Background: an optimization exercise with open tools, aiming at small area, a short achievable clock period and few clock cycles. Do not read the settings as production practice. The RTL was checked by simulation tests, not by an equivalence proof against the original design. Power figures rest on the tool's default switching activity, not on a simulated workload.

--- flow/config.mk ---
export PLATFORM = sky130hd
export DESIGN_NAME = jbang_seq
export DESIGN_NICKNAME = jbang_seq
export VERILOG_FILES = /design/flow/design.v
export SDC_FILE = /design/flow/constraint.sdc
export NUM_CORES = 4
export LEC_CHECK = 0
export CAP_MARGIN = 20
export CORE_MARGIN = 2
export CORE_UTILIZATION = 40
export CTS_CLUSTER_DIAMETER = 60
export CTS_CLUSTER_SIZE = 25
export PLACE_DENSITY = 0.6
export SETUP_SLACK_MARGIN = 3.5
export SLEW_MARGIN = 20
export SYNTH_HIERARCHICAL = 1
export SYNTH_MEMORY_MAX_BITS = 16384
--- flow/constraint.sdc ---
create_clock -name core_clock -period 8.0 [get_ports {clk}]
set_input_delay 1.6000 -clock core_clock [delete_from_list [all_inputs] [get_ports {clk}]]
set_output_delay 1.6000 -clock core_clock [all_outputs]
set_load 0.01 [all_outputs]
--- flow/design.v ---
module jbang_seq (
    input  wire        clk,
    input  wire        rst,           
    input  wire [2:0]  bus_addr,      
    input  wire        bus_we,
    input  wire [31:0] bus_wdata,
    output reg  [31:0] bus_rdata,
    output reg         jtag_trst_n,
    output reg         jtag_tck,
    output reg         jtag_tms,
    output reg         jtag_tdi,
    input  wire        jtag_tdo
);
    localparam [3:0] F_TAP_IDCODE = 4'h1, F_CONNECT = 4'h2, F_ROUTER = 4'h3,
                     F_DAP_IDCODE = 4'h4, F_ACK = 4'h5, F_CSW = 4'h6,
                     F_NOT_SHIFTING = 4'h7, F_AFTER_LAST = 4'h8,
                     F_BAD_IR = 4'h9, F_ILLEGAL = 4'hA, F_NBITS = 4'hB;
    localparam [1:0] TS_RESET = 2'b00, TS_IDLE = 2'b01, TS_SHIFTING = 2'b10;
    localparam [3:0] S_START = 4'd0, S_A = 4'd1, S_B = 4'd2, S_C = 4'd3, S_C1 = 4'd4,
                     S_C2 = 4'd5, S_C3 = 4'd6, S_D = 4'd7, S_E = 4'd8, S_AL = 4'd9,
                     S_PT = 4'd10, S_END = 4'd15;
    localparam [1:0] K_GEN = 2'd0, K_TX = 2'd1, K_RST = 2'd2, K_SHF = 2'd3;
    localparam [2:0] C_NONE = 3'd0, C_TAPID = 3'd1, C_CONNECT = 3'd2, C_R60 = 3'd3,
                     C_R2C = 3'd4, C_DAPID = 3'd5, C_CSW = 3'd6;
    localparam [1:0] I_ABORT = 2'd0, I_DPACC = 2'd1, I_APACC = 2'd2, I_CMD = 2'd3;
    reg [31:0] arg0, arg1, result;
    reg        busy, fault, overrun, pin_init_done;
    reg [3:0]  fcode;
    reg [1:0]  tap_state;
    reg        shift_phase, ir_valid;
    reg [3:0]  ir_cache;
    reg [31:0] X, Y;
    reg [2:0]  O;                     
    reg [5:0]  upc;
    reg [3:0]  ph;
    reg [5:0]  cnt;
    reg        txp;                   
    reg        eh, bw, nz;            
    wire [5:0] c_nbits = Y[10:5];
    wire [3:0] c_ir    = Y[14:11];
    wire [2:0] c_op3   = Y[17:15];
    wire       c_last  = Y[18];
    reg [1:0] o_kind;
    reg       o_enB, o_wir, o_enC, o_nsel, o_lastsel, o_enD, o_enE, o_ea0, o_etms, o_enAL;
    reg [5:0] o_n;
    reg [3:0] o_cid;                  
    reg       o_dx;                   
    reg [3:0] o_ek;
    reg [2:0] o_chk;
    reg       o_last, o_res;
    reg [1:0] o_irsel;
    reg [2:0] o_op3;
    reg       o_op3cmd, o_y, o_iro;
    always @* begin
        o_kind = K_GEN; o_enB = 1'b0; o_wir = 1'b0; o_enC = 1'b0; o_nsel = 1'b0;
        o_lastsel = 1'b0; o_enD = 1'b0; o_enE = 1'b0; o_ea0 = 1'b0; o_etms = 1'b0;
        o_enAL = 1'b0; o_n = 6'd32; o_cid = 4'd0; o_dx = 1'b0; o_ek = 4'd10; o_chk = C_NONE;
        o_last = 1'b0; o_res = 1'b0; o_irsel = I_DPACC; o_op3 = 3'b000; o_op3cmd = 1'b0;
        o_y = 1'b0; o_iro = 1'b0; o_op3cmd = 1'b0;
        case (upc)
            6'd0:  begin o_kind = K_RST; o_enE = 1'b1; o_ek = 4'd5; o_etms = 1'b1; o_last = 1'b1; end
            6'd1:  begin o_last = 1'b1; end
            6'd2:  begin o_enE = 1'b1; o_ea0 = 1'b1; o_last = 1'b1; end
            6'd3:  begin o_enB = 1'b1; o_wir = 1'b1; o_last = 1'b1; end
            6'd4:  begin o_enB = 1'b1; o_last = 1'b1; end
            6'd5:  begin o_kind = K_SHF; o_enC = 1'b1; o_nsel = 1'b1; o_dx = 1'b1; o_lastsel = 1'b1;
                         o_enAL = 1'b1; o_last = 1'b1; o_res = 1'b1; end
            6'd6:  begin o_enB = 1'b1; o_wir = 1'b1; o_enC = 1'b1; o_nsel = 1'b1; o_dx = 1'b1;
                         o_enD = 1'b1; o_enAL = 1'b1; o_last = 1'b1; o_res = 1'b1; end
            6'd7:  begin o_enB = 1'b1; o_enC = 1'b1; o_nsel = 1'b1; o_dx = 1'b1;
                         o_enD = 1'b1; o_enAL = 1'b1; o_last = 1'b1; o_res = 1'b1; end
            6'd8:  begin o_kind = K_TX; o_iro = 1'b1; o_irsel = I_CMD; o_last = 1'b1; end
            6'd9:  begin o_kind = K_TX; o_irsel = I_CMD; o_op3 = c_op3; o_dx = 1'b1; o_last = 1'b1; o_res = 1'b1; end
            6'd10: begin o_kind = K_TX; o_irsel = I_ABORT; o_op3 = 3'b000; o_cid = 4'd12; o_last = 1'b1; o_res = 1'b1; end
            6'd11: begin o_kind = K_TX; o_irsel = I_DPACC; o_op3 = 3'b010; o_dx = 1'b1; o_last = 1'b1; o_res = 1'b1; end
            6'd12: begin o_kind = K_TX; o_irsel = I_DPACC; o_op3 = 3'b011; o_last = 1'b1; o_res = 1'b1; end
            6'd13: begin o_kind = K_TX; o_irsel = I_DPACC; o_op3 = 3'b100; o_dx = 1'b1; o_last = 1'b1; o_res = 1'b1; end
            6'd14: begin o_kind = K_TX; o_irsel = I_DPACC; o_op3 = 3'b111; o_last = 1'b1; o_res = 1'b1; end
            6'd15: begin o_kind = K_TX; o_irsel = I_APACC; o_op3 = 3'b000; o_dx = 1'b1; o_last = 1'b1; o_res = 1'b1; end
            6'd16: begin o_kind = K_TX; o_irsel = I_APACC; o_op3 = 3'b001; o_last = 1'b1; o_res = 1'b1; end
            6'd17: begin o_kind = K_TX; o_irsel = I_APACC; o_op3 = 3'b010; o_dx = 1'b1; o_last = 1'b1; o_res = 1'b1; end
            6'd18: begin o_kind = K_TX; o_irsel = I_APACC; o_op3 = 3'b011; o_last = 1'b1; o_res = 1'b1; end
            6'd19: begin o_kind = K_TX; o_irsel = I_APACC; o_op3 = 3'b110; o_dx = 1'b1; o_last = 1'b1; o_res = 1'b1; end
            6'd20: begin o_kind = K_TX; o_irsel = I_APACC; o_op3 = 3'b111; o_last = 1'b1; o_res = 1'b1; end
            6'd21: begin o_kind = K_TX; o_irsel = I_DPACC; o_op3 = 3'b111; end
            6'd22: begin o_kind = K_TX; o_irsel = I_DPACC; o_op3 = 3'b011; o_y = 1'b1; end
            6'd23: begin o_kind = K_TX; o_irsel = I_DPACC; o_op3 = 3'b111; o_y = 1'b1; o_chk = C_CSW;
                         o_last = 1'b1; o_res = 1'b1; end
            6'd24: begin o_enB = 1'b1; o_enC = 1'b1; o_enD = 1'b1; o_chk = C_TAPID; end
            6'd25: begin o_enB = 1'b1; o_wir = 1'b1; o_enC = 1'b1; o_n = 6'd6; o_cid = 4'd1; o_enD = 1'b1; end
            6'd26: begin o_enB = 1'b1; o_enC = 1'b1; o_n = 6'd8; o_cid = 4'd2; o_enD = 1'b1; end
            6'd27: begin o_enB = 1'b1; o_enC = 1'b1; o_n = 6'd8; o_enD = 1'b1; o_enAL = 1'b1; o_chk = C_CONNECT; end
            6'd28: begin o_enB = 1'b1; o_wir = 1'b1; o_enC = 1'b1; o_n = 6'd6; o_cid = 4'd3; o_enD = 1'b1; end
            6'd29: begin o_enB = 1'b1; o_enC = 1'b1; o_cid = 4'd4; o_enD = 1'b1; end
            6'd30: begin o_enB = 1'b1; o_enC = 1'b1; o_cid = 4'd5; o_enD = 1'b1; o_chk = C_R60; end
            6'd31: begin o_enE = 1'b1; end
            6'd32: begin o_enB = 1'b1; o_enC = 1'b1; o_cid = 4'd6; o_enD = 1'b1; end
            6'd33: begin o_enB = 1'b1; o_enC = 1'b1; o_cid = 4'd7; o_enD = 1'b1; o_chk = C_R2C; end
            6'd34: begin o_enE = 1'b1; end
            6'd35: begin o_enB = 1'b1; o_wir = 1'b1; o_enC = 1'b1; o_n = 6'd6; o_cid = 4'd8; o_enD = 1'b1;
                         o_enE = 1'b1; o_last = 1'b1; end
            6'd36: begin o_enB = 1'b1; o_wir = 1'b1; o_enC = 1'b1; o_n = 6'd10; o_cid = 4'd9; o_enD = 1'b1; end
            6'd37: begin o_enB = 1'b1; o_enC = 1'b1; o_enD = 1'b1; o_chk = C_DAPID; end
            6'd38: begin o_kind = K_TX; o_irsel = I_DPACC; o_op3 = 3'b010; o_cid = 4'd10; end
            6'd39: begin o_kind = K_TX; o_irsel = I_DPACC; o_op3 = 3'b111; end
            6'd40: begin o_kind = K_TX; o_irsel = I_DPACC; o_op3 = 3'b011; o_y = 1'b1; end
            6'd41: begin o_kind = K_TX; o_irsel = I_DPACC; o_op3 = 3'b111; o_y = 1'b1; o_chk = C_CSW; end
            6'd42: begin o_kind = K_TX; o_irsel = I_DPACC; o_op3 = 3'b100; end
            6'd43: begin o_kind = K_TX; o_irsel = I_APACC; o_op3 = 3'b000; o_cid = 4'd11; o_last = 1'b1; end
            6'd44: begin o_kind = K_TX; o_irsel = I_APACC; o_op3 = 3'b010; o_dx = 1'b1; end
            6'd45: begin o_kind = K_TX; o_irsel = I_APACC; o_op3 = 3'b111; end
            6'd46: begin o_kind = K_TX; o_irsel = I_DPACC; o_op3 = 3'b111; end
            6'd47: begin o_kind = K_TX; o_irsel = I_DPACC; o_op3 = 3'b011; o_y = 1'b1; end
            6'd48: begin o_kind = K_TX; o_irsel = I_DPACC; o_op3 = 3'b111; o_y = 1'b1; o_chk = C_CSW;
                         o_last = 1'b1; o_res = 1'b1; end
            6'd49: begin o_kind = K_TX; o_irsel = I_APACC; o_op3 = 3'b010; o_dx = 1'b1; end
            6'd50: begin o_kind = K_TX; o_irsel = I_APACC; o_op3 = 3'b110; o_dx = 1'b1; o_y = 1'b1; end
            6'd51: begin o_kind = K_TX; o_irsel = I_DPACC; o_op3 = 3'b111; end
            6'd52: begin o_kind = K_TX; o_irsel = I_DPACC; o_op3 = 3'b011; o_y = 1'b1; end
            6'd53: begin o_kind = K_TX; o_irsel = I_DPACC; o_op3 = 3'b111; o_y = 1'b1; o_chk = C_CSW;
                         o_last = 1'b1; end
            default: begin o_last = 1'b1; end
        endcase
    end
    wire is_tx  = (o_kind == K_TX);
    wire [5:0] n_gen = o_nsel ? c_nbits : o_n;
    wire last_gen = o_lastsel ? c_last : 1'b1;
    reg [3:0] cur_ir;
    always @* begin
        case (o_irsel)
            I_ABORT: cur_ir = 4'b1000;
            I_APACC: cur_ir = 4'b1011;
            I_CMD:   cur_ir = c_ir;
            default: cur_ir = 4'b1010;
        endcase
    end
    wire [2:0] cur_op3 = o_op3;
    wire ir_hit = ir_valid && (ir_cache == cur_ir);
    wire tap_idle = (tap_state == TS_IDLE);
    wire xlo_nz   = (X[3:0] != 4'd0);
    wire xhi_nz   = (X[31:4] != 28'd0);
    wire vA  = (o_kind == K_GEN) && !tap_idle;
    wire vB  = o_enB;
    wire vC  = o_enC && (n_gen != 6'd0);
    wire vD  = o_enD;
    wire vE  = o_enE && !(o_ea0 && !xlo_nz && !xhi_nz);
    wire vAL = o_enAL && (n_gen != 6'd32 || !o_enD);
    wire walk_ir = is_tx ? !txp : o_wir;
    wire [5:0] cnt_inc = cnt + 6'd1;
    wire [1:0] plen_commit = (tap_state == TS_RESET) ? 2'd1 : (shift_phase ? 2'd2 : 2'd3);
    reg [5:0] plen;      
    always @* begin
        case (ph)
            S_A, S_D: plen = {4'd0, plen_commit};
            S_B:      plen = walk_ir ? 6'd4 : 6'd3;
            S_C:      plen = is_tx ? 6'd10 : n_gen;
            S_C1:     plen = 6'd3;
            S_C2:     plen = 6'd32;
            S_E:      plen = is_tx ? 6'd1 : {2'b00, o_ek};
            default:  plen = 6'd1;
        endcase
    end
    wire e_a0   = (ph == S_E) && o_ea0;
    wire pend   = e_a0 ? (cnt_inc[3:0] == (eh ? 4'd0 : X[3:0])) : (cnt_inc == plen);
    wire rot_hi = (cnt[3:0] >= 4'd2);           
    wire rot_out = rot_hi ? (X[0] ^ bw) : X[0];
    wire e_more = eh ? (nz | rot_out) : xhi_nz;
    reg [3:0] first_ph;
    always @* begin
        if (is_tx)
            first_ph = !tap_idle ? S_A : S_B;
        else if (vA)  first_ph = S_A;
        else if (vB)  first_ph = S_B;
        else if (vC)  first_ph = S_C;
        else if (vD)  first_ph = S_D;
        else if (vE)  first_ph = S_E;
        else if (vAL) first_ph = S_AL;
        else          first_ph = S_END;
    end
    reg [3:0] next_ph;
    always @* begin
        next_ph = S_END;
        if (is_tx) begin
            case (ph)
                S_A:  next_ph = S_B;
                S_B:  next_ph = txp ? S_C1 : S_C;
                S_C:  next_ph = S_D;
                S_C1: next_ph = S_C2;
                S_C2: next_ph = S_C3;
                S_C3: next_ph = S_D;
                S_D:  next_ph = txp ? S_E : (o_iro ? S_END : S_B);
                default: next_ph = S_END;
            endcase
        end else begin
            case (ph)
                S_A: next_ph = vB ? S_B : vC ? S_C : vD ? S_D : vE ? S_E : vAL ? S_AL : S_END;
                S_B: next_ph = vC ? S_C : vD ? S_D : vE ? S_E : vAL ? S_AL : S_END;
                S_C: next_ph = vD ? S_D : vE ? S_E : vAL ? S_AL : S_END;
                S_D: next_ph = vE ? S_E : vAL ? S_AL : S_END;
                S_E: next_ph = vAL ? S_AL : S_END;
                default: next_ph = S_END;
            endcase
        end
    end
    reg pulse_tms;
    always @* begin
        case (ph)
            S_A, S_D: pulse_tms = !pend;
            S_B:      pulse_tms = (cnt == 6'd0) || (walk_ir && cnt == 6'd1);
            S_C:      pulse_tms = (is_tx || last_gen) && pend;
            S_C3:     pulse_tms = 1'b1;
            S_E:      pulse_tms = !is_tx && o_etms;
            default:  pulse_tms = 1'b0;
        endcase
    end
    reg kbit;
    always @* begin
        case (o_cid)
            4'd1:  kbit = 32'h00000007 >> cnt[4:0];
            4'd2:  kbit = 32'h00000089 >> cnt[4:0];
            4'd3:  kbit = 32'h00000002 >> cnt[4:0];
            4'd4:  kbit = 32'hE0002000 >> cnt[4:0];
            4'd5:  kbit = 32'h60000000 >> cnt[4:0];
            4'd6:  kbit = 32'hAC002100 >> cnt[4:0];
            4'd7:  kbit = 32'h2C000000 >> cnt[4:0];
            4'd8:  kbit = 32'h0000003F >> cnt[4:0];
            4'd9:  kbit = 32'h000003FE >> cnt[4:0];
            4'd10: kbit = 32'h50000032 >> cnt[4:0];
            4'd11: kbit = 32'h00000012 >> cnt[4:0];
            4'd12: kbit = 32'h00000001 >> cnt[4:0];
            default: kbit = 1'b0;
        endcase
    end
    wire dreg = o_y ? Y[0] : X[0];
    reg pulse_tdi;
    always @* begin
        case (ph)
            S_C:  pulse_tdi = is_tx ? ((cnt < 6'd4) ? cur_ir[cnt[1:0]] : 1'b1)
                                    : (o_dx ? X[0] : kbit);
            S_C1: pulse_tdi = O[0];
            S_C2: pulse_tdi = o_dx ? dreg : kbit;
            default: pulse_tdi = 1'b0;
        endcase
    end
    reg       chk_fail;
    reg       chk_r;       
    reg [3:0] chk_code;
    always @* begin
        chk_fail = 1'b0; chk_code = F_CSW;
        case (o_chk)
            C_TAPID:   begin chk_fail = (X[27:0] != 28'hB94402F); chk_code = F_TAP_IDCODE; end
            C_CONNECT: begin chk_fail = (X[3:0] != 4'b1001); chk_code = F_CONNECT; end
            C_R60:     begin chk_fail = (X[31:24] != 8'h60); chk_code = F_ROUTER; end
            C_R2C:     begin chk_fail = (X[31:24] != 8'h2C); chk_code = F_ROUTER; end
            C_DAPID:   begin chk_fail = (X != 32'h3BA00477); chk_code = F_DAP_IDCODE; end
            C_CSW:     begin chk_fail = (Y != 32'hF0000000); chk_code = F_CSW; end
            default: ;
        endcase
    end
    wire [4:0] w_opc = bus_wdata[4:0];
    wire w_illegal = (bus_wdata[31:19] != 13'd0) || (w_opc == 5'h00) || (w_opc > 5'h1A);
    wire w_nbits   = (w_opc == 5'h06 || w_opc == 5'h07 || w_opc == 5'h08) && (bus_wdata[10:5] > 6'd32);
    wire w_badir   = (w_opc == 5'h09 || w_opc == 5'h0A) &&
                     !(bus_wdata[14:11] == 4'b1000 || bus_wdata[14:11] == 4'b1010 ||
                       bus_wdata[14:11] == 4'b1011);
    wire w_apwrite = !w_illegal && (w_opc == 5'h1A);
    reg [5:0] w_entry;
    always @* begin
        case (w_opc)
            5'h16:   w_entry = 6'd21;
            5'h17:   w_entry = 6'd24;
            5'h18:   w_entry = 6'd36;
            5'h19:   w_entry = 6'd44;
            5'h1A:   w_entry = 6'd49;
            default: w_entry = {1'b0, w_opc} - 6'd1;
        endcase
    end
    wire fv_y  = fault && (fcode == F_ILLEGAL || fcode == F_CSW);
    wire fv_x  = fault && (fcode == F_TAP_IDCODE || fcode == F_CONNECT ||
                           fcode == F_ROUTER || fcode == F_DAP_IDCODE);
    wire [31:0] fv = ({32{fv_x}} & X) | ({32{fv_y}} & Y) |
                     ({32{fault && fcode == F_NBITS}} & {26'd0, c_nbits}) |
                     ({32{fault && fcode == F_BAD_IR}} & {28'd0, c_ir}) |
                     ({32{fault && fcode == F_ACK}} & {29'd0, O}) |
                     ({32{fault && fcode == F_NOT_SHIFTING}} & {30'd0, tap_state});
    wire [31:0] rdata;
    jbang_seq_rdmux u_rdmux (
        .addr(bus_addr), .arg0(arg0), .arg1(arg1), .result(result), .fv(fv),
        .st_lo({ir_cache, ir_valid, shift_phase, tap_state, pin_init_done, overrun, fault, busy}),
        .st_fc(fcode), .rdata(rdata));
    always @* bus_rdata = rdata;
    reg [31:0] n_arg0, n_arg1, n_result, n_X, n_Y;
    reg        n_busy, n_fault, n_overrun, n_pid, n_sp, n_irv, n_txp, n_eh, n_bw, n_nz;
    reg [3:0]  n_fcode, n_irc, n_ph;
    reg [1:0]  n_tap;
    reg [2:0]  n_O;
    reg [5:0]  n_upc, n_cnt;
    reg        n_trst, n_tck, n_tms, n_tdi;
    reg [3:0]  np;        
    reg        op_end;    
    reg        go;        
    reg        enter;     
    reg        rot;       
    always @* begin
        n_arg0 = arg0; n_arg1 = arg1; n_result = result; n_X = X; n_Y = Y; n_O = O;
        n_busy = busy; n_fault = fault; n_fcode = fcode; n_overrun = overrun; n_pid = pin_init_done;
        n_tap = tap_state; n_sp = shift_phase; n_irv = ir_valid; n_irc = ir_cache;
        n_upc = upc; n_ph = ph; n_cnt = cnt; n_txp = txp;
        n_eh = eh; n_bw = bw; n_nz = nz;
        n_trst = jtag_trst_n; n_tck = jtag_tck; n_tms = jtag_tms; n_tdi = jtag_tdi;
        op_end = 1'b0; go = 1'b0; enter = 1'b0; np = S_END;
        rot = e_a0 && eh;
        if (busy) begin
            if (rot) begin
                n_X = {rot_out, X[31:1]};
                if (rot_hi) begin
                    n_bw = bw & ~X[0];
                    n_nz = nz | rot_out;
                end
            end
            if (jtag_tck) begin
                n_tck = 1'b0;
                case (ph)
                    S_C:  if (!is_tx) n_X = {jtag_tdo, X[31:1]};
                    S_C1: n_O = {jtag_tdo, O[2:1]};
                    S_C2: if (o_y) n_Y = {jtag_tdo, Y[31:1]};
                          else     n_X = {jtag_tdo, X[31:1]};
                    default: ;
                endcase
                if (pend) begin
                    if (e_a0 && e_more) begin
                        n_eh = 1'b1; n_cnt = 6'd0; n_bw = 1'b1; n_nz = 1'b0;
                    end else begin
                        case (ph)
                            S_A, S_D: begin n_tap = TS_IDLE; n_sp = 1'b0; end
                            S_B: begin
                                n_tap = TS_SHIFTING; n_sp = 1'b0;
                                if (walk_ir) n_irv = 1'b0;
                            end
                            S_C:  if (is_tx || last_gen) n_sp = 1'b1;
                            S_C3: n_sp = 1'b1;
                            default: ;
                        endcase
                        if (is_tx && ph == S_D && !txp) begin
                            n_irc = cur_ir; n_irv = 1'b1; n_txp = 1'b1;
                        end
                        np = next_ph;
                        if (np == S_END) op_end = 1'b1;
                        else enter = 1'b1;
                    end
                end else begin
                    n_cnt = cnt + 6'd1;
                end
            end else begin
                case (ph)
                    S_START: begin
                        if (fault) begin
                            n_busy = 1'b0;
                        end else begin
                            n_pid = 1'b1;
                            n_O = cur_op3;
                            n_txp = ir_hit;
                            if (o_kind == K_SHF && tap_state != TS_SHIFTING) begin
                                n_fault = 1'b1; n_busy = 1'b0; n_fcode = F_NOT_SHIFTING;
                            end else if (o_kind == K_SHF && shift_phase) begin
                                n_fault = 1'b1; n_busy = 1'b0; n_fcode = F_AFTER_LAST;
                            end else if (is_tx && o_iro && ir_hit) begin
                                op_end = 1'b1;
                            end else if (o_kind == K_RST) begin
                                n_trst = 1'b0;
                                n_ph = S_PT;
                            end else begin
                                np = first_ph;
                                if (np == S_END) op_end = 1'b1;
                                else if (np == S_AL || np == S_E) enter = 1'b1;
                                else go = 1'b1;
                            end
                        end
                    end
                    S_PT: begin
                        n_trst = 1'b1;
                        np = S_E; enter = 1'b1;
                    end
                    S_AL: begin
                        if (cnt == 6'd33) op_end = 1'b1;
                        else begin
                            if (!cnt[5]) n_X = {1'b0, X[31:1]};
                            n_cnt = cnt + 6'd1;
                        end
                    end
                    default: begin
                        if (ph == S_C2 && cnt == 6'd0 && O != 3'b010) begin
                            n_fault = 1'b1; n_busy = 1'b0; n_fcode = F_ACK;
                        end else begin
                            n_tck = 1'b1;
                            n_tms = pulse_tms;
                            n_tdi = pulse_tdi;
                        end
                    end
                endcase
            end
            if (go) begin
                n_tck = 1'b1;
                n_tms = (np == S_C) ? (last_gen && n_gen == 6'd1)
                                    : (np == S_B || tap_state != TS_RESET);
                n_tdi = (np == S_C) && X[0];
                n_ph = np; n_cnt = 6'd0;
            end
            if (enter) begin
                n_ph = np;
                n_cnt = (np == S_AL) ? n_gen : 6'd0;
                n_eh = !xlo_nz; n_bw = 1'b1; n_nz = 1'b0;
            end
            if (op_end) begin
                if (chk_r) begin
                    n_fault = 1'b1; n_busy = 1'b0; n_fcode = chk_code;
                end else if (o_last) begin
                    n_busy = 1'b0;
                    if (o_res) n_result = X;
                    if (o_kind == K_RST) begin
                        n_tap = TS_RESET; n_sp = 1'b0; n_irv = 1'b0;
                    end
                end else begin
                    n_upc = upc + 6'd1;
                    n_ph = S_START; n_cnt = 6'd0;
                end
            end
        end
        if (bus_we) begin
            case (bus_addr)
                3'd0: begin
                    if (busy) n_overrun = 1'b1;
                    else if (!fault) begin
                        n_busy = 1'b1;
                        n_upc = w_entry; n_ph = S_START; n_cnt = 6'd0;
                        n_fault = w_illegal || w_nbits || w_badir;
                        n_fcode = w_illegal ? F_ILLEGAL : w_nbits ? F_NBITS : w_badir ? F_BAD_IR : 4'd0;
                        n_X = arg0;
                        n_Y = w_apwrite ? arg1 : bus_wdata;
                    end
                end
                3'd1: n_arg0 = bus_wdata;
                3'd2: n_arg1 = bus_wdata;
                default: ;
            endcase
        end
    end
    always @(posedge clk) begin
        if (rst) begin
            arg0 <= 32'd0; arg1 <= 32'd0; result <= 32'd0;
            busy <= 1'b0; fault <= 1'b0; overrun <= 1'b0; pin_init_done <= 1'b0; fcode <= 4'd0;
            tap_state <= TS_RESET; shift_phase <= 1'b0; ir_valid <= 1'b0; ir_cache <= 4'd0;
            jtag_trst_n <= 1'b1; jtag_tck <= 1'b0; jtag_tms <= 1'b1; jtag_tdi <= 1'b0;
        end else begin
            arg0 <= n_arg0; arg1 <= n_arg1; result <= n_result;
            busy <= n_busy; fault <= n_fault; overrun <= n_overrun; pin_init_done <= n_pid;
            fcode <= n_fcode; tap_state <= n_tap; shift_phase <= n_sp; ir_valid <= n_irv;
            ir_cache <= n_irc;
            jtag_trst_n <= n_trst; jtag_tck <= n_tck; jtag_tms <= n_tms; jtag_tdi <= n_tdi;
        end
    end
    always @(posedge clk) begin
        X <= n_X; Y <= n_Y; O <= n_O; upc <= n_upc; ph <= n_ph; cnt <= n_cnt;
        txp <= n_txp; chk_r <= chk_fail; eh <= n_eh; bw <= n_bw; nz <= n_nz;
    end
endmodule
module jbang_seq_rdmux (
    input  wire [2:0]  addr,
    input  wire [31:0] arg0,
    input  wire [31:0] arg1,
    input  wire [31:0] result,
    input  wire [31:0] fv,
    input  wire [11:0] st_lo,
    input  wire [3:0]  st_fc,
    output wire [31:0] rdata
);
    wire [31:0] status = {12'd0, st_fc, 4'd0, st_lo};
    assign rdata = ({32{addr == 3'd1}} & arg0) | ({32{addr == 3'd2}} & arg1) |
                   ({32{addr == 3'd3}} & result) | ({32{addr == 3'd4}} & status) |
                   ({32{addr == 3'd5}} & fv);
endmodule
--- flow/run.sh ---
#!/bin/bash
# synth_recipe.tcl (not shown) runs the flow's synth.tcl, then flattens the netlist and writes it again
# the make line also repeats each setting of config.mk as NAME=value (left out here)
make -C /OpenROAD-flow-scripts/flow DESIGN_CONFIG=/design/flow/config.mk WORK_HOME=/design/flow/orfs CLKGATE_MAP_FILE= SYNTH_SCRIPT=/design/flow/synth_recipe.tcl finish
==> results of run 1 <==
[repair_timing]
action / in CTS / in global routing
endpoints found under the setup margin: 133 / 85
cloned: 6 / 5
resized for setup: 148 / 57
buffers inserted: 33 / 33
pin swaps: 9 / 9
[report_power, final]
| group | switching, W | internal, W |
|---|---|---|
| registers | 0.000246 | 0.00112 |
| clock network | 0.000514 | 0.000604 |
| logic | 0.00125 | 0.000786 |
[critical path, stage by stage]
cell and delay [ns]:
buf_8 0.17, buf_16 0.19, and2b_4 0.20, buf_12 0.15, a22oi_1 0.09, o22ai_1 0.15
dlygate4sd2_1 0.29
[sequential cells by signal (all words and copies together) (netlist names), 6 cells and up]
name	flops
Y	32
upc	6
arg0	32
X	32
result	32
cnt	6
arg1	32
[cell families after synthesis]
group | count (synthesis)
and+or+nand+nor | 712
AOI/OAI and AO/OA | 575
buffers and inverters | 227
DFF | 204
muxes | 100
xor gates and xnor gates | 23
adders and majority gates | 14
[Yosys stat by module, one instance, submodules excluded]
module / copies in the design / cells inside / cell area [um2] / flops+latches
jbang_seq: 1 / 1703 / 13000 / 204
jbang_seq_rdmux: 1 / 152 / 1120 / 0
[layout by cell type, fill, tap and decap left out, types with 10 or more instances in the layout]
master and instances:
a211oi_1 40, a21oi_1 144, a222oi_1 34, a22o_1 29, a22oi_1 37, a31oi_1 41
a32oi_1 10, and3_1 14, buf_4 77, clkbuf_16 28, clkdlybuf4s50_1 38, dfxtp_1 185
dlygate4sd2_1 19, ha_1 10, inv_1 63, mux2i_1 92, nand2_1 266, nand2b_1 14
nand3_1 56, nand4_1 18, nor2_1 127, nor2b_1 33, nor3_1 32, nor4_1 22
o211ai_1 10, o21ai_0 61, o221ai_1 14, o22ai_1 23, or2_2 12, or3_1 12
xnor2_1 16
[worst max path at each step]
stage                      startpoint       endpoint  slack [ns]  cells after the start
final                     bus_addr[0]  bus_rdata[15]        3.53                      7
after global routing           upc[5]      result[9]        3.47                     17
after CTS                 bus_addr[2]   bus_rdata[1]        3.27                      7
after detailed placement  bus_addr[1]   bus_rdata[1]        1.86                      5
after global placement    bus_addr[1]   bus_rdata[1]        1.88                      5
after floorplan           bus_addr[0]  bus_rdata[14]        3.97                      6
[routing by layer]
metal / vias to the layer above / track usage / wire length [um]
met4: 2 / 0.166 / 3490
li1: 6997 / - / -
met2: 993 / 0.497 / 27100
met1: 7443 / 0.428 / 24800
met5: - / 0 / 13
met3: 190 / 0.0524 / 5840
[area by class of cell]
cell class	instances	area share
multi-input cells	1425	0.553
flip-flops and latches	204	0.246
repair buffers	175	0.106
clock buffers	25	0.0354
well taps	455	0.0334
inverters	68	0.0153
clock inverters	15	0.0114
[stage by stage]
step / cells / utilization / setup slack, ns / power [W]
floorplan: 1855 / - / 3.97 / 0.00253
global placement: 2250 / 0.429 / 1.88 / 0.00305
detailed placement: 2250 / 0.429 / 1.86 / 0.00305
CTS: 2329 / 0.477 / 3.27 / 0.00433
global route: 2367 / 0.491 / 3.47 / 0.00471
finish: 2367 / 0.491 / 3.53 / 0.00452
==> flow_summary.toml, run 1 <==
[clock_network]
cts_tree = "done"
htreeDepth = 1
insertion_delay_ns = 0.57
clkSinkCount = 204
cts_buffers = 22
clk_pin_slew_worst_paths_ns = 0.08
clockBufferDepth = 3
clockRootBuffer = "clkbuf_16"
cts_hold_buf = 0

[sta]
skew_ns = 0.0602
final.setup.tns_ns = 0
max_slew_margin = 0.333
max_freq_mhz = 224
hold_viol = 0
worst_pin_slew_ns = 0.991
drv_slew = 0
min_period_ns = 4.47
grt_setup_unrepaired = "false"
setup_violations = 0
whs_ns = 0.476
post-route-period-util = 0.558

[logic_synthesis]
syn_area_um2 = 14200
synth_top_family_by_area = "compound AO/OA/AOI/OAI gates"
synth.area.top_cells = "dfxtp_1, nand2_1, mux2i_1"
yosysUniqueCellTypes = 101
yosys.area.top_type = "dfxtp_1"
synthAdderAreaFrac = 0.0124
synth_ff_type = "dfxtp_1"
synth_compound_area_frac = 0.284
synth_xor_area_frac = 0.0142
synth_area_per_cell_um2 = 7.63
ys_seq_area_frac = 0.293
muxShareOfSynthArea = 0.0720
synth.top_cell.area_share = 0.279
synth_fp_nets = 1908
synthCells = 1855
ys_ff_latch = 204
ys_top_cells_by_count = "nand2_1, dfxtp_1, a21oi_1"
synth_edf_count = 7
yosysWarnings = 7
async_flop_share = 0
synth_most_common_cell = "nand2_1"
yosys.area_share.simple = 0.250

[global_routing]
grt.total_usage = 0.321
grt_first_pass_wirelength_mm = 90.8
grt_pass1_vias = 14369
grt-ovfl-total = 0
grt_max_degree = 73
antenna_found_initial = 1

[power]
leakage_nw = 6.30
p_per_area_nw_per_um2 = 265
ir_drop_mv = 0.313

[floorplanning]
die_w_um = 192
dieArea_um2 = 36900
ioPinCount = 75
chipHeight_um = 192
rows = 68
core-area_um2 = 34700
initial_core_util = 0.408

[worst_setup_path]
crit_type = "in2out"
reg2reg_depth = 16
path_max_fanout = 16
reg2reg_to = "cnt[4]"
end_kind = "output port"
r2r_start = "upc[0]"
worstPathRequired_ns = 6.40
worstPathArrival_ns = 2.87
ff2ff_setup_slack_ns = 3.62
crit_path_start_kind = "primary input"

[placement]
gp_congestion = 1.01
post-dp-hpwl_mm = 41.0
portBuffers = 74
placed_cell_area_um2 = 14900

[worst_hold_path]
hold_class = "reg2reg"
worstHoldStart = "arg1[15]"
holdPathEnd = "arg1[15]"
holdPathStages = 2

[detailed_routing]
drt-wirelength-per-cell_um = 25.9
ant_nets = 0
drt-vias-per-instance = 6.60
drt-initial-drc-count = 2105
via_count = 15625
first_pass_iters = 9
drc_errors = 0
drt_wl_total_mm = 61.2

[finish]
num-fill-cells = 3396
seq_area_um2 = 4190
drive_above_1_share = 0.145
nNetsFinal = 1949
multiInputGateArea_um2 = 9430
antenna_cells = 0
syn_to_final_growth_pct = 20.4
post-route-cell-area_um2 = 17100

[flow_run]
maxCapViolations = 0

[outcome]
status = "timing/DRC/antenna clean"
Testbench counts, summed over its fixed seeds: cycles 293,374.
==> inputs of run 2 (changes only) <==
--- a/flow/config.mk
+++ b/flow/config.mk
@@ -10,4 +10,4 @@
 export CORE_UTILIZATION = 40
-export CTS_CLUSTER_DIAMETER = 60
-export CTS_CLUSTER_SIZE = 25
+export CTS_CLUSTER_DIAMETER = 50
+export CTS_CLUSTER_SIZE = 30
 export PLACE_DENSITY = 0.6
==> flow_summary.toml, run 2 <==
[logic_synthesis]
synth_edf_count = 7
synthCells = 1855
yosysWarnings = 7
synth_ff_type = "dfxtp_1"
synth.top_cell.area_share = 0.279
ys_ff_latch = 204
syn_area_um2 = 14200
yosysUniqueCellTypes = 101
yosys.area.top_type = "dfxtp_1"
ys_seq_area_frac = 0.293
synth_most_common_cell = "nand2_1"
ys_top_cells_by_count = "nand2_1, dfxtp_1, a21oi_1"
synth.area.top_cells = "dfxtp_1, nand2_1, mux2i_1"
async_flop_share = 0
synth_area_per_cell_um2 = 7.63
synth_fp_nets = 1908

[placement]
placed_cell_area_um2 = 14900
portBuffers = 74
post-dp-hpwl_mm = 41.0
gp_congestion = 1.01
dp_cells = 2250
pre_cts_ws_ns = 1.86

[clock_network]
htreeDepth = 1
cts_hold_buf = 0
cts_tree = "done"
insertion_delay_ns = 0.59
clk_pin_slew_worst_paths_ns = 0.07
clkSinkCount = 204
clockBufferDepth = 3
clockRootBuffer = "clkbuf_16"
cts_buffers = 27

[finish]
syn_to_final_growth_pct = 19.8
layout_common_cells = "nand2_1, dfxtp_1, a21oi_1"
antenna_cells = 0
post-route-cell-area_um2 = 17000
final_common_cell = "nand2_1"
num-fill-cells = 3410
nNetsFinal = 1937
stdcell_count = 2359
drive_above_1_share = 0.141

[global_routing]
grt_pass1_vias = 14418
grt.total_usage = 0.322
grt_first_pass_wirelength_mm = 91.1
antenna_found_initial = 3
grt_max_degree = 73
grt-ovfl-total = 0

[worst_setup_path]
worstPathRequired_ns = 6.40
worstPathArrival_ns = 2.87
end_kind = "output port"
crit_path_start_kind = "primary input"
crit_type = "in2out"
path_max_fanout = 11

[power]
p_seq_frac = 0.296
switching_share = 0.445
combinationalPowerShare = 0.430
internal-power_w = 0.00256
p_clk_frac = 0.274
total_power_w = 0.00461
leakage_nw = 6.25
p_sw_w = 0.00205
ir_drop_mv = 0.273
p_per_area_nw_per_um2 = 272

[detailed_routing]
drt-initial-drc-count = 2095
drt-wirelength-per-cell_um = 25.8
first_pass_iters = 7
ant_nets = 0
via_count = 15593
drc_errors = 0
drt-vias-per-instance = 6.61
drt_wl_total_mm = 61.0

[floorplanning]
ioPinCount = 75
die_w_um = 192
dieArea_um2 = 36900
initial_core_util = 0.408
rows = 68
chipHeight_um = 192
core-area_um2 = 34700

[sta]
post-route-period-util = 0.559
max_slew_margin = 0.339
drv_slew = 0
setup_ws_ns = 3.53
skew_ns = 0.0446
worst_pin_slew_ns = 0.983
grt_setup_unrepaired = "false"
min_period_ns = 4.47
hold_viol = 0
final.setup.tns_ns = 0
max_freq_mhz = 223
setup_violations = 0

[outcome]
status = "timing/DRC/antenna clean"

[worst_hold_path]
hold_class = "reg2reg"

[flow_run]
maxCapViolations = 0
==> run 2: final cells by class <==
type	count	area [um2]	area share
Timing Repair Buffer	158	1610	0.0950
Sequential cell	204	4180	0.246
Inverter	68	268	0.0158
Clock buffer	28	679	0.0401
Tap cell	455	569	0.0336
Clock inverter	21	260	0.0153
Multi-Input combinational cell	1425	9390	0.554
==> run 2: critical path, stage by stage <==
cell and delay (ns):
buf_6 0.16, buf_12 0.13, buf_4 0.21, nand2b_4 0.19, o22ai_2 0.26, dlygate4sd2_1 0.31
==> run 2: per-module statistics from Yosys, one instance, submodules excluded <==
module / cell area [um2] / cells inside / flops+latches
jbang_seq: 13000 / 1703 / 204
jbang_seq_rdmux: 1120 / 152 / 0
==> run 2: power by group through the flow <==
stage	Sequential [W]	Combinational [W]	Clock, W
2_1_floorplan	0.00121	0.00132	0
3_3_place_gp	0.00136	0.00169	0
3_5_place_dp	0.00136	0.00169	0
4_1_cts	0.00135	0.00185	0.00127
5_1_grt	0.00137	0.00211	0.00131
6_report	0.00136	0.00198	0.00127
==> run 2: cells by family (layout without fill, tap and decap cells) <==
kind of cell               after synthesis  after routing  share of synthesized area
DFF                                    204            204                      0.293
AOI/OAI and AO/OA                      575            575                      0.284
muxes                                  100            100                     0.0720
adders and majority gates               14             14                     0.0124
xor gates and xnor gates                23             23                     0.0142
buffers and inverters                  227            275                     0.0733
and+or+nand+nor                        712            713                      0.250
==> run 2: repair_timing <==
item	4_1_cts	5_1_grt
resized for setup	147	51
endpoints found under the setup margin	133	81
setup buffers	33	18
cloned	7	2
pin swaps	8	7
==> run 2: worst paths after layout <==
path | start | endpoint | slack (ns) | cells past startpoint
max reg2reg | X[26] | result[5] | 3.61 | 14
min | arg1[15] | arg1[15] | 0.48 | 2
min reg2reg | arg1[15] | arg1[15] | 0.48 | 2
max | bus_addr[1] | bus_rdata[28] | 3.53 | 6
==> run 2: routing by layer <==
layer / global-route usage / part of all wire
met5: 0 / 0.00069
met4: 0.176 / 0.060
met3: 0.0579 / 0.091
met2: 0.499 / 0.44
met1: 0.423 / 0.41
==> run 2: metrics by stage <==
stage           util  hold WS (ns)
2_1_floorplan      -         0.437
3_3_place_gp   0.429         0.458
3_5_place_dp   0.429         0.465
4_1_cts        0.481         0.474
5_1_grt        0.489         0.489
6_report       0.489         0.477
==> inputs of run 3 (changes only) <==
--- a/flow/config.mk
+++ b/flow/config.mk
@@ -10,4 +10,2 @@
 export CORE_UTILIZATION = 40
-export CTS_CLUSTER_DIAMETER = 50
-export CTS_CLUSTER_SIZE = 30
 export PLACE_DENSITY = 0.6
==> flow_summary.toml, run 3 <==
[outcome]
status = "timing/DRC/antenna clean"

[finish]
num-fill-cells = 3398
final_common_cell = "nand2_1"
drive_above_1_share = 0.140
layout_common_cells = "nand2_1, dfxtp_1, a21oi_1"
post-route-cell-area_um2 = 17000
antenna_cells = 0
nNetsFinal = 1937
syn_to_final_growth_pct = 19.8
final_util = 0.489

[sta]
max_freq_mhz = 223
setup_violations = 0
grt_setup_unrepaired = "true"
max_slew_margin = 0.292
skew_ns = 0.0149
final.setup.tns_ns = 0
drv_slew = 0
min_period_ns = 4.48
post-route-period-util = 0.560
hold_viol = 0
whs_ns = 0.476
worst_pin_slew_ns = 1.05

[logic_synthesis]
yosysUniqueCellTypes = 101
yosys.area.top_type = "dfxtp_1"
synth_fp_nets = 1908
ys_seq_area_frac = 0.293
synth.area.top_cells = "dfxtp_1, nand2_1, mux2i_1"
synth_most_common_cell = "nand2_1"
ys_ff_latch = 204
synth.top_cell.area_share = 0.279
async_flop_share = 0
syn_area_um2 = 14200
synth_edf_count = 7
synth_ff_type = "dfxtp_1"
synth_area_per_cell_um2 = 7.63
synthCells = 1855
yosysWarnings = 7
ys_top_cells_by_count = "nand2_1, dfxtp_1, a21oi_1"

[detailed_routing]
drt-wirelength-per-cell_um = 26.2
drt-initial-drc-count = 2152
first_pass_iters = 10
ant_nets = 0
drc_errors = 0
via_count = 15672
drt-vias-per-instance = 6.65
drt_wl_total_mm = 61.7

[flow_run]
maxCapViolations = 0

[floorplanning]
initial_core_util = 0.408
chipHeight_um = 192
dieArea_um2 = 36900
rows = 68
die_w_um = 192
core-area_um2 = 34700
ioPinCount = 75

[power]
total_power_w = 0.00457
p_sw_w = 0.00200
p_per_area_nw_per_um2 = 270
combinationalPowerShare = 0.445
ir_drop_mv = 0.315
p_clk_frac = 0.256
p_seq_frac = 0.299
internal-power_w = 0.00258
switching_share = 0.437
leakage_nw = 6.28

[placement]
gp_congestion = 1.01
placed_cell_area_um2 = 14900
post-dp-hpwl_mm = 41.0
portBuffers = 74

[worst_setup_path]
path_max_fanout = 14
ff2ff_setup_slack_ns = 3.53
worstPathRequired_ns = 6.40
end_kind = "output port"
crit_path_start_kind = "primary input"
worstPathArrival_ns = 2.88
crit_type = "in2out"

[global_routing]
grt-ovfl-total = 0
grt_max_degree = 73
grt.total_usage = 0.323
grt_pass1_vias = 14441
antenna_found_initial = 1
grt_first_pass_wirelength_mm = 91.3

[clock_network]
clockBufferDepth = 3
htreeDepth = 1
cts_tree = "done"
clockRootBuffer = "clkbuf_16"
clk_pin_slew_worst_paths_ns = 0.06
cts_hold_buf = 0
insertion_delay_ns = 0.57
cts_buffers = 24
clkSinkCount = 204

[worst_hold_path]
hold_class = "reg2reg"
==> run 3: cell counts after synthesis <==
Identical to the previous run, type by type.
==> run 3: through the flow <==
| stage | instances | setup slack (ns) |
|---|---|---|
| after CTS | 2329 | 3.27 |
| after global routing | 2356 | 3.44 |
| after floorplan | 1855 | 3.97 |
| after detailed placement | 2250 | 1.86 |
| after global placement | 2250 | 1.88 |
| final | 2356 | 3.52 |
==> run 3: final cells by class <==
| class | count | area [um2] | share of cell area |
|---|---|---|---|
| Clock buffer | 31 | 687 | 0.0405 |
| Sequential cell | 204 | 4180 | 0.247 |
| Inverter | 68 | 262 | 0.0154 |
| Timing Repair Buffer | 161 | 1690 | 0.0997 |
| Tap cell | 455 | 569 | 0.0336 |
| Clock inverter | 12 | 149 | 0.00878 |
| Multi-Input combinational cell | 1425 | 9420 | 0.555 |
==> run 3: cell families (layout without fill, tap and decap cells) <==
kind of cell | after synthesis | after routing | share of synthesized area
and+or+nand+nor | 712 | 713 | 0.250
AOI/OAI and AO/OA | 575 | 575 | 0.284
buffers and inverters | 227 | 272 | 0.0733
DFF | 204 | 204 | 0.293
muxes | 100 | 100 | 0.0720
xor gates and xnor gates | 23 | 23 | 0.0142
adders and majority gates | 14 | 14 | 0.0124
==> run 3: worst paths after layout <==
kind / from / endpoint / cells after the start
setup / recovery: bus_addr[0] / bus_rdata[21] / 7
hold / removal: arg1[15] / arg1[15] / 2
setup reg to reg: upc[0] / result[3] / 19
hold reg to reg: arg1[15] / arg1[15] / 2
==> run 3: modules after synthesis (local to each module, per instance) <==
module / cells inside / times used
jbang_seq: 1703 / 1
jbang_seq_rdmux: 152 / 1
==> run 3: power by group through the flow <==
stage               sequential, W  clock (W)  combinational (W)
floorplan                 0.00121          0            0.00132
global placement          0.00136          0            0.00169
detailed placement        0.00136          0            0.00169
CTS                       0.00135    0.00119            0.00183
global route              0.00137    0.00122            0.00216
finish                    0.00137    0.00117            0.00203
==> run 3: metal layers <==
layer  GRT usage  share of wire
met1       0.423           0.40
met2       0.499           0.44
met3      0.0563          0.099
met4       0.183          0.056
met5           0        0.00023
==> run 3: critical path, cell delays in order <==
cell           delay, ns
buf_8               0.15
nor2b_4             0.15
buf_4               0.15
buf_4               0.14
a32o_1              0.21
a31o_1              0.19
dlygate4sd2_1       0.28
==> run 3: repair_timing <==
action | in CTS | in global routing
buffers inserted | 30 | 22
setup endpoints to repair | 133 | 86
resized for setup | 140 | 61
pin swaps | 7 | 6
gates cloned | 6 | 5
==> inputs of run 4 (changes only) <==
--- a/flow/config.mk
+++ b/flow/config.mk
@@ -9,4 +9,4 @@
 export CORE_MARGIN = 2
-export CORE_UTILIZATION = 40
-export PLACE_DENSITY = 0.6
+export CORE_UTILIZATION = 60
+export PLACE_DENSITY = 0.75
 export SETUP_SLACK_MARGIN = 3.5
==> flow_summary.toml, run 4 <==
[worst_setup_path]
crit_path_cell_trace = "inv_2 > ha_4 > nand2_1 > o22a_1 > o2111a_1 > and3b_2 > or4_4 > and4_4 > nor4_4 > a41oi_4 > o21ai_4 > nor3b_4 > buf_4 > clkbuf_16 > mux2i_1 > nor2_1"
critPathSlowestCell = "or4_4"
path_max_fanout = 16
end_kind = "register"
path_delay_family = "simple AND/OR/NAND/NOR gates"
crit_type = "reg2reg"
worstPathRequired_ns = 8.39
crit_cells = 16
reg2reg_depth = 16
max_stage_delay_ns = 0.54
startpoint = "upc[1]"
crit_path_start_kind = "register"
r2r_start = "upc[1]"
critPathBufInv = 3
worstPathArrival_ns = 4.93

[logic_synthesis]
synth.top_cell.area_share = 0.279
yosys.area.top_type = "dfxtp_1"
synth_most_common_cell = "nand2_1"
ys_ff_latch = 204
synthCells = 1855
synth.area.top_cells = "dfxtp_1, nand2_1, mux2i_1"
ys_top_cells_by_count = "nand2_1, dfxtp_1, a21oi_1"
ys_seq_area_frac = 0.293
yosysWarnings = 7
async_flop_share = 0
synth_ff_type = "dfxtp_1"
yosysUniqueCellTypes = 101
synth_fp_nets = 1908
syn_area_um2 = 14200
synth_area_per_cell_um2 = 7.63
synth_edf_count = 7

[global_routing]
grt_first_pass_wirelength_mm = 87.8
antenna_found_initial = 2
grt_max_degree = 67
grt-ovfl-total = 0
grt.total_usage = 0.461
grt_pass1_vias = 14864

[sta]
drv_slew = 0
skew_ns = 0.0240
final.setup.tns_ns = 0
max_freq_mhz = 221
grt_setup_unrepaired = "true"
worst_pin_slew_ns = 1.11
setup_violations = 0
hold_viol = 0
max_slew_margin = 0.261
post-route-period-util = 0.567
whs_ns = 0.473
min_period_ns = 4.53

[detailed_routing]
drt-wirelength-per-cell_um = 27.2
ant_nets = 0
drt_wl_total_mm = 60.3
via_count = 16367
first_pass_iters = 11
drt-vias-per-instance = 7.39
drc_errors = 0
drt-initial-drc-count = 2520

[clock_network]
clockBufferDepth = 3
cts_tree = "done"
clkSinkCount = 204
insertion_delay_ns = 0.56
clockRootBuffer = "clkbuf_16"
clk_pin_slew_worst_paths_ns = 0.06
cts_hold_buf = 0
cts_buffers = 24
htreeDepth = 1

[placement]
post-dp-hpwl_mm = 38.7
gp_congestion = 1.00
portBuffers = 74

[finish]
num-fill-cells = 1908
drive_above_1_share = 0.141
final_util = 0.712
nNetsFinal = 1931
syn_to_final_growth_pct = 17.4
final_common_cell = "nand2_1"
layout_common_cells = "nand2_1, dfxtp_1, a21oi_1"

[floorplanning]
chipHeight_um = 158
core-area_um2 = 23300
dieArea_um2 = 24800
ioPinCount = 75
initial_core_util = 0.607
rows = 56
die_w_um = 158

[worst_hold_path]
holdPathStages = 2
hold_class = "reg2reg"
worstHoldStart = "arg1[1]"

[outcome]
status = "timing/DRC/antenna clean"

[power]
leakage_nw = 6.11
p_per_area_nw_per_um2 = 269
ir_drop_mv = 0.259

[flow_run]
maxCapViolations = 0
run 4: cell counts after synthesis:
Identical to the previous run, type by type.
run 4: metrics by stage:
| step | cells | instance area, um2 | setup slack (ns) | power (W) |
|---|---|---|---|---|
| floorplan | 1855 | 14200 | 3.97 | 0.00253 |
| global placement | 2115 | 14700 | 2.28 | 0.00302 |
| detailed placement | 2115 | 14700 | 2.23 | 0.00303 |
| CTS | 2178 | 16100 | 3.38 | 0.00419 |
| global route | 2214 | 16600 | 3.39 | 0.00462 |
| finish | 2215 | 16600 | 3.47 | 0.00448 |
run 4: path summary, 6_finish.rpt:
path              slack [ns]         end
setup / recovery        3.47  result[23]
hold / removal          0.47     arg1[1]
setup reg to reg        3.47  result[23]
hold reg to reg         0.47     arg1[1]
run 4: area by class of cell:
cell class                 instances  area [um2]  area share
sequential                       204        4180       0.252
timing repair inverter             1        7.51    0.000452
multi-input combinational       1426        9480       0.571
antenna                            1        2.50    0.000151
tap                              319         399      0.0240
clock buffer                      34         698      0.0420
timing repair buffer             153        1510      0.0909
inverter                          68         260      0.0157
clock inverter                     9        77.6     0.00467
run 4: worst min-delay path, delay by kind of cell, from the launching register on:
family          cells  cell delay, ns
simple gates        1            0.05
compound gates      1            0.05
flops               1            0.32
run 4: modules after synthesis (local to each module, per instance):
module           cells  times used
jbang_seq         1703           1
jbang_seq_rdmux    152           1
run 4: layer usage:
layer	track usage	vias up	share of wire
met5	0	-	0.00028
met4	0.333	2	0.094
met3	0.106	435	0.14
met2	0.700	1433	0.43
met1	0.574	7554	0.34
li1	-	6943	-
run 4: cell families (layout without fill, tap and decap cells):
group / after synthesis / in the layout / share of synthesized area
simple gates: 712 / 714 / 0.250
compound gates: 575 / 575 / 0.284
buf+inv: 227 / 265 / 0.0733
flops: 204 / 204 / 0.293
mux: 100 / 100 / 0.0720
xor+xnor: 23 / 23 / 0.0142
fa+ha+maj: 14 / 14 / 0.0124
other cells: 0 / 1 / 0
run 4: repair_timing:
item | in CTS | in global routing
gates resized for setup | 126 | 84
pin swaps | 12 | 16
cloned | 6 | 3
setup buffers | 14 | 33
setup endpoints to repair | 118 | 90
run 4: power breakdown:
part	switching, W	internal, W	leakage [nW]
clock network	0.000477	0.000612	0.387
logic	0.00125	0.000745	4.05
registers	0.000273	0.00112	1.68
==> inputs of run 5 (changes only) <==
--- a/flow/design.v
+++ b/flow/design.v
@@ -374,4 +374,3 @@
                                 if (np == S_END) op_end = 1'b1;
-                                else if (np == S_AL || np == S_E) enter = 1'b1;
-                                else go = 1'b1;
+                                else enter = 1'b1;
                             end
--- a/flow/config.mk
+++ b/flow/config.mk
@@ -9,5 +9,5 @@
 export CORE_MARGIN = 2
-export CORE_UTILIZATION = 60
-export PLACE_DENSITY = 0.75
-export SETUP_SLACK_MARGIN = 3.5
+export CORE_UTILIZATION = 40
+export PLACE_DENSITY = 0.6
+export SETUP_SLACK_MARGIN = 3.3
 export SLEW_MARGIN = 20
==> flow_summary.toml, run 5 <==
[outcome]
status = "timing/DRC/antenna clean"

[logic_synthesis]
ys_seq_area_frac = 0.307
async_flop_share = 0
synth_edf_count = 7
yosys.area_share.simple = 0.235
synthAdderAreaFrac = 0.0129
syn_area_um2 = 13500
synth_top_family_by_area = "compound AO/OA/AOI/OAI gates"
synth.area.top_cells = "dfxtp_1, mux2i_1, nand2_1"
muxShareOfSynthArea = 0.0932
synth_most_common_cell = "nand2_1"
synthCells = 1776
synth.top_cell.area_share = 0.291
yosys.area.top_type = "dfxtp_1"
synth_xor_area_frac = 0.0149
synth_area_per_cell_um2 = 7.62
yosysWarnings = 7
ys_top_cells_by_count = "nand2_1, dfxtp_1, a21oi_1"
synth_ff_type = "dfxtp_1"
synth_compound_area_frac = 0.272
synth_fp_nets = 1829
ys_ff_latch = 204
yosysUniqueCellTypes = 88

[clock_network]
clockBufferDepth = 3
insertion_delay_ns = 0.58
cts_tree = "done"
cts_buffers = 26
cts_hold_buf = 0
clockRootBuffer = "clkbuf_16"
clk_pin_slew_worst_paths_ns = 0.06
htreeDepth = 1
clkSinkCount = 204

[worst_setup_path]
path_delay_family = "buffers and inverters"
worstPathArrival_ns = 3.08
r2r_start = "upc[0]"
crit_path_start_kind = "primary input"
critPathBufInv = 4
crit_path_cell_trace = "buf_4 > buf_8 > nand2b_1 > buf_4 > o22ai_2 > clkdlybuf4s50_1"
startpoint = "bus_addr[1]"
path_max_fanout = 21
end_kind = "output port"
max_stage_delay_ns = 0.56
crit_top_cell = "buf_4"
critPathSlowestCell = "clkdlybuf4s50_1"
crit_type = "in2out"
worstPathRequired_ns = 6.40

[power]
p_per_area_nw_per_um2 = 245
switching_share = 0.408
p_clk_frac = 0.305
p_seq_frac = 0.335
internal-power_w = 0.00230
p_sw_w = 0.00159
combinationalPowerShare = 0.360
ir_drop_mv = 0.187
total_power_w = 0.00389
leakage_nw = 6.22

[global_routing]
grt_pass1_vias = 13756
grt_max_degree = 93
grt_first_pass_wirelength_mm = 84.6
grtUsageMet2 = 0.492
grt-ovfl-total = 0
gr-usage-met3 = 0.0444
antenna_found_initial = 0
use_met1 = 0.402
grt.total_usage = 0.305
grt_busiest_layer = "met2"

[flow_run]
maxCapViolations = 0

[sta]
grt_setup_unrepaired = "true"
max_slew_margin = 0.245
skew_ns = 0.0360
final.setup.tns_ns = 0
worst_pin_slew_ns = 1.13
min_period_ns = 4.68
post-route-period-util = 0.585
drv_slew = 0
max_freq_mhz = 214
setup_violations = 0
hold_viol = 0

[finish]
layout_common_cells = "nand2_1, dfxtp_1, a21oi_1"
stdcell_count = 2253
final_common_cell = "nand2_1"
antenna_cells = 0
drive_above_1_share = 0.102
syn_to_final_growth_pct = 17.0
post-route-cell-area_um2 = 15800
nNetsFinal = 1838
final_util = 0.474

[floorplanning]
rows = 67
ioPinCount = 75
core-area_um2 = 33400
die_w_um = 188
chipHeight_um = 188
dieArea_um2 = 35300
initial_core_util = 0.405

[placement]
dp_cells = 2185
placed_cell_area_um2 = 14400
portBuffers = 74
gp_congestion = 1.02
post-dp-hpwl_mm = 37.3

[detailed_routing]
via_count = 14552
drt-vias-per-instance = 6.46
drt-initial-drc-count = 1924
ant_nets = 0
drt_wl_total_mm = 55.7
drc_errors = 0
first_pass_iters = 9
drt-wirelength-per-cell_um = 24.7

[worst_hold_path]
worstHoldStart = "arg1[22]"
hold_class = "reg2reg"
[run 5: changes by cell type after synthesis, moves of 7 or more]
cell / previous run / this run
nand3_1: 60 / 51
nor2b_1: 40 / 19
mux2i_1: 94 / 110
a31oi_1: 43 / 24
clkbuf_1: 109 / 98
a21oi_1: 148 / 175
nor3_1: 33 / 44
inv_1: 66 / 57
a22oi_1: 38 / 31
a211oi_1: 40 / 22
[run 5: kinds of logic after synthesis]
kind of cell,count (synthesis)
buffers and inverters,203
adders and majority gates,14
xor gates and xnor gates,23
muxes,123
and+or+nand+nor,672
DFF,204
AOI/OAI and AO/OA,537
[run 5: worst reg2reg max path: stages (launching register included)]
cell and delay [ns]:
dfxtp_2 0.34, inv_1 0.12, ha_1 0.16, buf_4 0.29, nand2b_1 0.12, mux2_2 0.28
o311ai_1 0.45, or4b_4 0.30, and2_1 0.28, o221ai_1 0.19, a211oi_2 0.35, o311ai_4 0.18
a21oi_4 0.24, buf_4 0.20, a21o_1 0.25, nand3_1 0.17, nor3_4 0.41, a311o_1 0.24
[run 5: layout make-up]
| cell class | count | area, um2 |
|---|---|---|
| Tap cell | 448 | 561 |
| Inverter | 58 | 221 |
| Timing Repair Buffer | 126 | 1300 |
| Fill cell | 3336 | 17600 |
| Clock buffer | 37 | 782 |
| Multi-Input combinational cell | 1369 | 8720 |
| Sequential cell | 204 | 4170 |
| Clock inverter | 11 | 95.1 |
[run 5: worst paths after layout]
path | to | slack, ns | depth (start not counted)
worst max-delay path | bus_rdata[28] | 3.32 | 6
worst min register to register | arg1[22] | 0.47 | 2
worst min-delay path | arg1[22] | 0.47 | 2
worst max register to register | cnt[0] | 3.37 | 17
[run 5: power by group through the flow]
stage / sequential, W / clock [W] / combinational (W)
after global routing: 0.00131 / 0.00124 / 0.00150
after CTS: 0.00129 / 0.00120 / 0.00133
after global placement: 0.00131 / 0 / 0.00128
final: 0.00130 / 0.00119 / 0.00140
after detailed placement: 0.00131 / 0 / 0.00128
after floorplan: 0.00119 / 0 / 0.000984
[run 5: modules after synthesis, one instance, submodules excluded]
module / flops+latches / copies in the design / cells / cell area, um2
jbang_seq: 204 / 1 / 1624 / 12400
jbang_seq_rdmux: 0 / 1 / 152 / 1120
[run 5: what timing repair did]
item                       in CTS  in global routing
setup buffers                  15                  3
setup endpoints to repair      98                 60
resized for setup              68                 41
pin swaps                       5                  5
gates cloned                    2                  0
[run 5: through the flow]
step / worst slack (ns) / hold WS (ns)
floorplan: 3.76 / 0.437
global placement: 2.14 / 0.453
detailed placement: 2.11 / 0.463
CTS: 3.18 / 0.471
global route: 3.22 / 0.485
finish: 3.32 / 0.473
[run 5: per-layer routing]
| metal | share of wire | wire, um |
|---|---|---|
| met1 | 0.40 | 22500 |
| met2 | 0.46 | 25500 |
| met3 | 0.094 | 5220 |
| met4 | 0.046 | 2570 |
| met5 | 0 | 0 |
Testbench counts of run 5, summed over its fixed seeds: cycles 296,555.
==> inputs of run 6 (changes only) <==
--- a/flow/config.mk
+++ b/flow/config.mk
@@ -11,3 +11,3 @@
 export PLACE_DENSITY = 0.6
-export SETUP_SLACK_MARGIN = 3.3
+export SETUP_SLACK_MARGIN = 3.5
 export SLEW_MARGIN = 20
==> flow_summary.toml, run 6 <==
[logic_synthesis]
synth_edf_count = 7
ys_ff_latch = 204
yosysUniqueCellTypes = 88
synth_most_common_cell = "nand2_1"
syn_area_um2 = 13500
yosys.area.top_type = "dfxtp_1"
synth_fp_nets = 1829
ys_seq_area_frac = 0.307
synth.top_cell.area_share = 0.291
synth.area.top_cells = "dfxtp_1, mux2i_1, nand2_1"
yosysWarnings = 7
async_flop_share = 0
synth_ff_type = "dfxtp_1"
ys_top_cells_by_count = "nand2_1, dfxtp_1, a21oi_1"
synthCells = 1776
synth_area_per_cell_um2 = 7.62

[sta]
skew_ns = 0.0432
min_period_ns = 4.50
max_freq_mhz = 222
grt_setup_unrepaired = "true"
worst_pin_slew_ns = 1.13
final.setup.tns_ns = 0
drv_slew = 0
post-route-period-util = 0.563
hold_viol = 0
setup_violations = 0
max_slew_margin = 0.250

[clock_network]
clk_pin_slew_worst_paths_ns = 0.06
clockBufferDepth = 3
clkSinkCount = 204
cts_buffers = 26
htreeDepth = 1
insertion_delay_ns = 0.58
cts_tree = "done"
clockRootBuffer = "clkbuf_16"

[global_routing]
grt.total_usage = 0.307
grt_pass1_vias = 13866
grt-ovfl-total = 0
antenna_found_initial = 0
grt_max_degree = 93
grt_first_pass_wirelength_mm = 84.9

[finish]
final_common_cell = "nand2_1"
antenna_cells = 0
syn_to_final_growth_pct = 19.2
layout_common_cells = "nand2_1, dfxtp_1, a21oi_1"
num-fill-cells = 3322
nNetsFinal = 1851
drive_above_1_share = 0.127

[power]
total_power_w = 0.00396
leakage_nw = 6.10
p_per_area_nw_per_um2 = 245
ir_drop_mv = 0.189

[worst_setup_path]
worstPathRequired_ns = 6.40
path_max_fanout = 11
ff2ff_setup_slack_ns = 3.62
crit_path_start_kind = "primary input"
crit_type = "in2out"
worstPathArrival_ns = 2.90
end_kind = "output port"

[detailed_routing]
first_pass_iters = 6
drt-initial-drc-count = 1972
top_layer = "met4"
drt-wirelength-per-cell_um = 24.8
met3_length_mm = 5.31
drt_wl_total_mm = 56.2
via_count = 14698
drt-vias-per-instance = 6.49
drc_errors = 0
wl_met1_mm = 22.4
dr_wl_met2_mm = 25.5
ant_nets = 0

[floorplanning]
dieArea_um2 = 35300
rows = 67
initial_core_util = 0.405
die_w_um = 188
core-area_um2 = 33400
chipHeight_um = 188
ioPinCount = 75

[worst_hold_path]
hold_class = "reg2reg"

[flow_run]
maxCapViolations = 0

[outcome]
status = "timing/DRC/antenna clean"

[placement]
portBuffers = 74
gp_congestion = 1.02
post-dp-hpwl_mm = 37.3
==> run 6: per-layer routing <==
| metal | track usage | vias up |
|---|---|---|
| met5 | 0 | - |
| li1 | - | 6603 |
| met2 | 0.491 | 930 |
| met1 | 0.404 | 6987 |
| met4 | 0.153 | 0 |
| met3 | 0.0444 | 178 |
==> run 6: per-stage QoR <==
step / cell area [um2] / hold WS (ns) / worst slack (ns) / utilization / instances
finish: 16100 / 0.470 / 3.50 / 0.483 / 2266
global route: 16100 / 0.485 / 3.47 / 0.483 / 2266
CTS: 15800 / 0.471 / 3.42 / 0.473 / 2259
detailed placement: 14400 / 0.463 / 2.11 / 0.432 / 2185
global placement: 14400 / 0.453 / 2.14 / 0.432 / 2185
floorplan: 13500 / 0.437 / 3.76 / - / 1776
==> run 6: worst paths after layout <==
kind                     from            end  cells past startpoint
setup / recovery  bus_addr[1]  bus_rdata[25]                      8
setup reg to reg       upc[0]         cnt[5]                     15
hold / removal       arg1[11]       arg1[11]                      2
hold reg to reg      arg1[11]       arg1[11]                      2
==> run 6: Yosys stat by module (local to each module, per instance) <==
module / cells inside / times used / flip-flops and latches
jbang_seq_rdmux: 152 / 1 / 0
jbang_seq: 1624 / 1 / 204
==> run 6: what timing repair did <==
action / CTS / global route
gates resized for setup: 128 / 53
endpoints found under the setup margin: 100 / 79
pin swaps: 10 / 7
cloned: 2 / 2
endpoints found under the hold margin: 0 / 0
hold buffers: 0 / 0
setup buffers: 24 / 5
==> run 6: cell families after synthesis <==
family / synth area share
AO/OA/AOI/OAI: 0.272
XOR/XNOR: 0.0149
adder cells (fa/ha/maj): 0.0129
buffers and inverters: 0.0648
flip-flops: 0.307
multiplexers: 0.0932
AND/OR/NAND/NOR: 0.235
==> run 6: cell type report <==
type / instances / area, um2 / share of cell area
Clock buffer: 37 / 782 / 0.0484
Tap cell: 448 / 561 / 0.0347
Clock inverter: 11 / 95.1 / 0.00589
Sequential cell: 204 / 4170 / 0.258
Inverter: 58 / 221 / 0.0137
Timing Repair Buffer: 139 / 1440 / 0.0892
Multi-Input combinational cell: 1369 / 8870 / 0.550
==> run 6: worst max-delay path: stages <==
cell and delay, ns:
buf_6 0.14, buf_12 0.15, nor2b_1 0.13, buf_6 0.13, buf_4 0.16, a22oi_2 0.19
o22ai_1 0.10, dlygate4sd2_1 0.29
==> run 6: power breakdown <==
group | switching, W | leakage (nW) | internal [W] | total (W)
Clock | 0.000503 | 0.428 | 0.000684 | 0.00119
Sequential | 0.000195 | 1.67 | 0.00111 | 0.00131
Combinational | 0.000921 | 4.01 | 0.000544 | 0.00147
Total | 0.00162 | 6.10 | 0.00234 | 0.00396

==> port drivers added, routing unchanged <==
No port has a modelled driver above. Below, the same layouts with a new extraction and two added sets of constraints.
Step 1 assumes that a clkbuf_16 drives the clock port and a buf_2 every other input.
Step 2, shift: input delay + t, output delay - t, t = (earliest + latest rising clock arrival at the registers) / 2. This alone moves slack from input paths to output paths.
Slacks: no drivers / after step 1 / after step 2; pairs: no drivers / after step 1.
| run | t, ns | slack for setup (ns) | slew at the worst register clock pin (ns) | worst data-port slew with drivers (ns) |
|---|---|---|---|---|
| run 1 | 0.592 | 3.533 / 3.439 / 3.192 | 0.09 / 0.09 | 0.11 |
| run 2 | 0.625 | 3.525 / 3.435 / 2.963 | 0.08 / 0.08 | 0.11 |
| run 3 | 0.613 | 3.520 / 3.432 / 3.003 | 0.07 / 0.07 | 0.11 |
| run 4 | 0.600 | 3.466 / 3.414 / 3.141 | 0.07 / 0.07 | 0.06 |
| run 5 | 0.614 | 3.318 / 3.289 / 3.168 | 0.06 / 0.06 | 0.07 |
| run 6 | 0.617 | 3.496 / 3.462 / 3.185 | 0.07 / 0.07 | 0.08 |
After both steps every run listed still meets setup and hold. The setup slack of run 2, which loses most, moves by -0.090 ns with the drivers and by -0.562 ns with both steps.
